This is an optimization exercise on Yosys and OpenROAD, whose aim is small area, not a production implementation.
Only simulation tests tie the RTL to the original design; equivalence was not proved.
Power figures rest on the tool's default switching activity, not on a simulated workload.

Setup of oak:
Design coolstat_bridge, start of the top module:
module coolstat_bridge (
    input  wire       clk,
    input  wire       rst,
    input  wire       tick,
    input  wire       in_pin,
    output wire       out_pin,
    output wire       diag_frame_valid,
    output wire [7:0] diag_frame_raw,
    output wire [7:0] diag_frame_out,
    output wire       diag_timeout
);
For scale: roughly 62 flip-flops, roughly 23 I/O pins.
clock: 10.0 ns
lec_check: 0
cap_margin: 20
core_margin: 2
core_utilization: 40
place_density: 0.6
slew_margin: 20
standard.sh (not shown) runs the stock make flow with config.mk's settings and CLKGATE_MAP_FILE= SYNTH_SCRIPT=/design/flow/synth_recipe.tcl, a recipe that flattens the netlist after the stock synthesis.
==> flow/flow/run.sh <==
#!/bin/bash
# Standard flow with small port buffers and a lean clock tree.
set -e
bash standard.sh \
  BUFFER_PORTS_ARGS="-buffer_cell sky130_fd_sc_hd__buf_1" \
  CTS_ARGS="-sink_clustering_enable -repair_clock_nets -dont_use_dummy_load -buf_list sky130_fd_sc_hd__clkbuf_8 -sink_clustering_size 64 -sink_clustering_max_diameter 500" \
  finish > standard.log 2>&1
Input-level comparison between pine and oak:
==> flow/flow/run.sh <==
#!/bin/bash
# Standard flow with small port buffers and a lean clock tree.
set -e
bash standard.sh \
  BUFFER_PORTS_ARGS="-buffer_cell sky130_fd_sc_hd__buf_1" \
  CTS_ARGS="-sink_clustering_enable -repair_clock_nets -dont_use_dummy_load -buf_list sky130_fd_sc_hd__clkbuf_4" \
  finish > standard.log 2>&1
## What came out
Non-clock buffer area fraction after layout delta (pine -> oak): insignificant
On setup slack, the lower figure sits with oak, not pine.
Per the comparison of pine with oak, wire length after detailed routing dropped about 0.66%; fmax now sits at about the same level; power shrank by about 10%.
[compare] base=oak new=pine: fraction of power consumed by combinational cells picked up an extra 0.3 points, core utilization shows a reduction of 0.82 points.
Relative to pine, the following input files were edited for birch:
# pine
export LEC_CHECK = 0
export CAP_MARGIN = 20
export CORE_MARGIN = 2
export CORE_UTILIZATION = 40
export PLACE_DENSITY = 0.6
export SLEW_MARGIN = 20
create_clock -name core_clock -period 10.0 [get_ports {clk}]
# birch
export LEC_CHECK = 0
export CAP_MARGIN = 20
export CORE_MARGIN = 2
export CORE_UTILIZATION = 70
export PLACE_DENSITY = 0.8
export SLEW_MARGIN = 20
create_clock -name core_clock -period 10.0 [get_ports {clk}]
==> flow/flow/run.sh <==
#!/bin/bash
# Layout flow: the standard flow (standard.sh) with three changes.
#  - Synthesis: the standard synthesis script, except that ABC maps the
#    combinational logic with an area-oriented script (flow/abc_area.script).
#    Flip-flops are mapped by the standard steps before ABC, so the
#    registers, their names and cell types are the standard synthesis's.
#  - Port buffers are sky130_fd_sc_hd__buf_1.
#  - The clock tree uses clkbuf_4 and no dummy loads.
# Each tool's output goes to the ORFS logs under orfs/logs; make's own
# output goes to standard.log.
set -euo pipefail
here=$(pwd)
sed -e "s|^  log_cmd abc {\*}\$abc_args|  set abc_args [lreplace \$abc_args 1 1 $here/flow/abc_area.script]\n&|" \
    "$FLOW_HOME/scripts/synth.tcl" > "$here/synth_core.tcl"
grep -q "flow/abc_area.script" "$here/synth_core.tcl"
sed -e "s|source \$::env(SCRIPTS_DIR)/synth.tcl|source $here/synth_core.tcl|" \
    synth_recipe.tcl > "$here/synth_area.tcl"
grep -q "synth_core.tcl" "$here/synth_area.tcl"
bash standard.sh \
  SYNTH_SCRIPT="$here/synth_area.tcl" \
  BUFFER_PORTS_ARGS="-buffer_cell sky130_fd_sc_hd__buf_1" \
  CTS_ARGS="-sink_clustering_enable -repair_clock_nets -dont_use_dummy_load -buf_list sky130_fd_sc_hd__clkbuf_4" \
  finish > standard.log 2>&1
==> flow/flow/abc_area.script (new file) <==
strash
&get -n
&deepsyn -T 60
&put
dch -f
amap
topo
stime -c
Notes after the runs:
Diff pine -> birch | horizontal extent of the die | decrease of 27%
Compared with pine, in birch smallest hold slack lost 40 ps; logic depth of the worst register-to-register path picked up an extra 2; number of library cell types mapped by synthesis lost about 40%.
Per the final summary, birch finished and its layout is clean on timing, DRC and antenna.
Area after synthesis: lower on birch
Layout net count shrinks by a little under 10% when moving from pine to birch.
Higher critical path depth among birch and pine: birch
[birch vs pine] number of fillers in the final layout: lower in birch
Layout clock buffer count came out exactly the same in birch and pine.
Against pine, birch reports a layout inverter count without the clock tree that is higher.

-- what the ideal ports hide --
No port has a modelled driver above. Below, the same layouts with a new extraction and two added sets of constraints. Step 1: set_driving_cell puts a clkbuf_16 on clk and a buf_2 on each other input, an assumption about the parent block. Step 2 adds t to the input delays and takes it off the output delays; t is the mean of the earliest and latest rising clock arrival at the registers after step 1. Input paths then give back, and output paths get back, about the clock's delay inside the block. a / b / c = no drivers / after step 1 / after step 2; a / b = the first two.
run	shift t [ns]	setup slack, ns	hold WS [ns]
oak	0.349	3.884 / 3.861 / 3.861	0.459 / 0.459 / 0.459
pine	0.397	3.888 / 3.865 / 3.865	0.462 / 0.462 / 0.462
birch	0.406	3.645 / 3.620 / 3.620	0.422 / 0.422 / 0.422
After both steps every run listed still meets setup and hold. For birch, which loses most, drivers alone change the setup slack by -0.025 ns; drivers and shift together by -0.025 ns.
